What follows belongs to an exercise in optimizing a design on an open flow for small area, a short achievable clock period and few clock cycles per item; a production flow would make more cautious choices.
Function was checked by simulation only, so behaviour that the tests miss may differ from the original.

run 1:
// hme_fsearch
module hme_fsearch (
    input  wire         clk,
    input  wire         rst,
    input  wire         start,
    input  wire [4:0]   grid_rows_m1,    
    input  wire [4:0]   grid_cols_m1,    
    output reg          busy,
    output reg          done,
    output wire         ref_req,
    output wire [8:0]   ref_y,
    output wire [8:0]   ref_x,
    input  wire [127:0] ref_row,
    output wire         tgt_req,
    output wire [8:0]   tgt_y,
    output wire [8:0]   tgt_x,
    input  wire [127:0] tgt_row,
    output reg          res_valid,
    output wire [4:0]   res_mb_row,
    output wire [4:0]   res_mb_col,
    output wire [4:0]   res_dy,
    output wire [4:0]   res_dx,
    output wire [15:0]  res_cost
);
    reg [4:0] gr_m1, gc_m1;
    reg [4:0] mb_r, mb_c;
    reg       run;                     
    wire top   = (mb_r == 5'd0);
    wire bot   = (mb_r == gr_m1);
    wire left  = (mb_c == 5'd0);
    wire right = (mb_c == gc_m1);
    reg              g_ph;             
    reg              g_wait;           
    reg              g_new;            
    reg              g_done;
    reg        [3:0] g_rad;
    reg signed [4:0] g_a, g_b;         
    reg signed [4:0] g_cy, g_cx;       
    wire signed [5:0] g_d  = g_ph ? {2'b00, g_rad} : {g_rad, 2'b00};
    wire signed [4:0] g_st = g_ph ? 5'sd1 : 5'sd4;
    wire signed [5:0] a_min = bot   ? 6'sd0 : -6'sd8;
    wire signed [5:0] a_max = top   ? 6'sd0 :  6'sd8;
    wire signed [5:0] b_min = right ? 6'sd0 : -6'sd8;
  ...
Size: roughly 2300 cells after synthesis, about 280 flip-flops, about 350 I/O pins.
export LEC_CHECK = 0
export CAP_MARGIN = 20
export CORE_MARGIN = 2
export CORE_UTILIZATION = 25
export PLACE_DENSITY = 0.5
export SLEW_MARGIN = 20
create_clock -name core_clock -period 22.0 [get_ports {clk}]
standard.sh (not shown) runs the stock make flow with config.mk's settings and CLKGATE_MAP_FILE= SYNTH_SCRIPT=/design/flow/synth_recipe.tcl, a recipe that flattens the netlist after the stock synthesis.
==> flow/flow/run.sh <==
#!/bin/bash
# The standard layout (the standard.sh, unchanged scripts) with three
# layout choices:
#  - the smallest buffer (buf_1) on the ports instead of the one
#    buffer_ports picks by default;
#  - timing repair aimed at a setup slack of 15.2 ns on the 22 ns clock, so
#    that the resizer sizes up the critical paths (the clock and the
#    constraints are the design's);
#  - clock tree: sinks clustered 30 to a buffer, no dummy loads.
# Each tool's output is in the ORFS logs under orfs/logs; make's own output
# is in standard.log.
set -euo pipefail
cd "$(dirname "$0")/.."
export BUFFER_PORTS_ARGS="-buffer_cell sky130_fd_sc_hd__buf_1"
export SETUP_SLACK_MARGIN=15.6
export CTS_ARGS="-sink_clustering_enable -repair_clock_nets -sink_clustering_size 30 -sink_clustering_max_diameter 80 -dont_use_dummy_load"
bash standard.sh > standard.log 2>&1
Testbench counts of run 1, summed over its fixed seeds: cycles 198,758, mbs 298.
### run 1 -> run 2
-- flow/flow/run.sh --
<<< run 1, line 13
cd "$(dirname "$0")/.."
export BUFFER_PORTS_ARGS="-buffer_cell sky130_fd_sc_hd__buf_1"
export SETUP_SLACK_MARGIN=15.6
export CTS_ARGS="-sink_clustering_enable -repair_clock_nets -sink_clustering_size 30 -sink_clustering_max_diameter 80 -dont_use_dummy_load"
bash standard.sh > standard.log 2>&1
>>> run 2, line 13
cd "$(dirname "$0")/.."
export BUFFER_PORTS_ARGS="-buffer_cell sky130_fd_sc_hd__buf_1"
export SETUP_SLACK_MARGIN=15.4
export CTS_ARGS="-sink_clustering_enable -repair_clock_nets -sink_clustering_size 30 -sink_clustering_max_diameter 80 -dont_use_dummy_load"
bash standard.sh > standard.log 2>&1
Findings:
Diff run 1 -> run 2: synthesized area essentially unchanged; area overhead of the layout relative to synthesis decreased 5.1 points.
Run 2 reports a lower reg-to-reg setup timing slack than run 1 does.
Average detailed-routed wire length per instance down 0.30 um in run 2 wrt run 1
diff inputs: run 2 => run 3
-- flow/flow/run.sh --
<<< run 2, line 13
cd "$(dirname "$0")/.."
export BUFFER_PORTS_ARGS="-buffer_cell sky130_fd_sc_hd__buf_1"
export SETUP_SLACK_MARGIN=15.4
export CTS_ARGS="-sink_clustering_enable -repair_clock_nets -sink_clustering_size 30 -sink_clustering_max_diameter 80 -dont_use_dummy_load"
bash standard.sh > standard.log 2>&1
>>> run 3, line 13
cd "$(dirname "$0")/.."
export BUFFER_PORTS_ARGS="-buffer_cell sky130_fd_sc_hd__buf_1"
export SETUP_SLACK_MARGIN=15.2
export CTS_ARGS="-sink_clustering_enable -repair_clock_nets -sink_clustering_size 30 -sink_clustering_max_diameter 80 -dont_use_dummy_load"
bash standard.sh > standard.log 2>&1
Notes after the runs:
Run 3: flow completed, timing, DRC and antenna clean
Comparing run 2 with run 3, the number of cells after detailed placement came out essentially unchanged.
Lower number of gates given a new drive strength after cts was reported by run 2, not run 3.
Any difference in filler cell count between run 2 and run 3 is small enough to ignore.
[compare] base=run 2 new=run 3: post-route fraction of the period consumed by the critical path has increased; count of nets left with antenna violations after detail routing has remained practically unchanged.
Taking run 2 as the reference point, the post-route worst setup slack of run 3 falls by 0.21 ns.
The higher design area of run 2 and run 3 is in run 2.
The higher number of global-route vias before repair came out of run 3.
Where final period demand of the worst path is concerned, run 2 is better than run 3.
diff inputs: run 3 => run 4
-- flow/flow/run.sh --
<<< run 3, line 13
cd "$(dirname "$0")/.."
export BUFFER_PORTS_ARGS="-buffer_cell sky130_fd_sc_hd__buf_1"
export SETUP_SLACK_MARGIN=15.2
export CTS_ARGS="-sink_clustering_enable -repair_clock_nets -sink_clustering_size 30 -sink_clustering_max_diameter 80 -dont_use_dummy_load"
bash standard.sh > standard.log 2>&1
>>> run 4, line 13
cd "$(dirname "$0")/.."
export BUFFER_PORTS_ARGS="-buffer_cell sky130_fd_sc_hd__buf_1"
export SETUP_SLACK_MARGIN=15.5
export CTS_ARGS="-sink_clustering_enable -repair_clock_nets -sink_clustering_size 30 -sink_clustering_max_diameter 80 -dont_use_dummy_load"
bash standard.sh > standard.log 2>&1
--- outcome ---
- Changes observed in run 4 relative to run 3: post-route core utilization shows an increase of 1.1 points, proportion of cell area occupied by multi-input gates shows an increase of 0.27 points, proportion of cell area spent on the clock network shows no meaningful change.
- After detailed routing, run 3 needs less wire than run 4.
- Clock-pin slew on the worst setup and hold paths: run 3 vs run 4, no meaningful difference
- Minimum hold slack, run 3 and run 4: smaller value in run 3
- Of run 3 and run 4, run 3 shows the lower count of instances resized after the clock tree is built, with run 4 above it.
- The standard cell with the maximum stage delay on the critical path comes out sky130_fd_sc_hd__fa_1 in one run and sky130_fd_sc_hd__fa_2 in the other, namely in run 3 and run 4 respectively.
- Comparing run 3 and run 4, routed length on met3 is higher on run 3.
- Compared with run 3, in run 4 final worst setup slack up 0.25 ns, first-pass GRT wire length up about 0.9%.
- Run 4 ended with every stage complete and zero timing, DRC or antenna violations.
Changes in run 5 relative to run 4:
==> flow/flow/run.sh <==
#!/bin/bash
# The standard layout (the standard.sh, unchanged scripts) with three
# layout choices:
#  - the smallest buffer (buf_1) on the ports instead of the one
#    buffer_ports picks by default;
#  - timing repair aimed at a setup slack of 15.4 ns on the 22 ns clock, so
#    that the resizer sizes up the critical paths (the clock and the
#    constraints are the design's);
#  - clock tree: sinks clustered 30 to a buffer, no dummy loads.
# Each tool's output is in the ORFS logs under orfs/logs; make's own output
# is in standard.log.
set -euo pipefail
cd "$(dirname "$0")/.."
export BUFFER_PORTS_ARGS="-buffer_cell sky130_fd_sc_hd__buf_1"
export SETUP_SLACK_MARGIN=15.4
export CTS_ARGS="-sink_clustering_enable -repair_clock_nets -sink_clustering_size 30 -sink_clustering_max_diameter 80 -dont_use_dummy_load"
bash standard.sh > standard.log 2>&1
Results
Of run 5 and run 4, the higher wire length belongs to run 4.
Headroom to the max-slew limit is lower on run 4
Looking at layout overhead on the synthesized area across run 5 and run 4, the one that comes out higher is run 4.
Final critical-path required period delta (run 5 − run 4): unfavourable
Looking at worst setup slack across run 5 and run 4, the one that comes out higher is run 4.
[run 5] routed via count fell 1.0% relative to run 4
Summary of run 5 over run 4: initial antenna violation count shows an increase of 3, peak per-stage delay on the critical path shows a reduction of 0.04 ns.

[port drivers added, routing unchanged]
The results above use ideal ports. As a check the final layouts listed here were re-extracted and re-timed, cells and wires unchanged. Step 1 sets driving cells, clkbuf_16 on the clock port and buf_2 on the other inputs (assumed; they add their load-dependent delay and slew). Step 2 times the ports against the registers' clock, not the clock port: input delays grow and output delays shrink by t, the midpoint of the rising clock arrivals with the driver on. Three values: ideal ports, drivers, drivers and shift; two values: the first two.
| run | t, ns | setup WS [ns] | worst setup path at the end | worst register clock-pin slew, ns | pins driven straight from the clock port |
|---|---|---|---|---|---|
| run 1 | 0.593 | 15.672 / 15.669 / 15.120 | input to register | 0.11 / 0.11 | 1 |
| run 2 | 0.595 | 15.581 / 15.554 / 15.016 | input to register | 0.09 / 0.09 | 1 |
| run 3 | 0.612 | 15.376 / 15.411 / 14.799 | input to register | 0.09 / 0.09 | 1 |
| run 4 | 0.620 | 15.628 / 15.614 / 15.050 | input to register | 0.11 / 0.11 | 1 |
| run 5 | 0.595 | 15.581 / 15.554 / 15.016 | input to register | 0.09 / 0.09 | 1 |
After both steps every run listed still meets setup and hold. The setup slack of run 4, which loses most, moves by -0.014 ns with the drivers and by -0.578 ns with both steps.
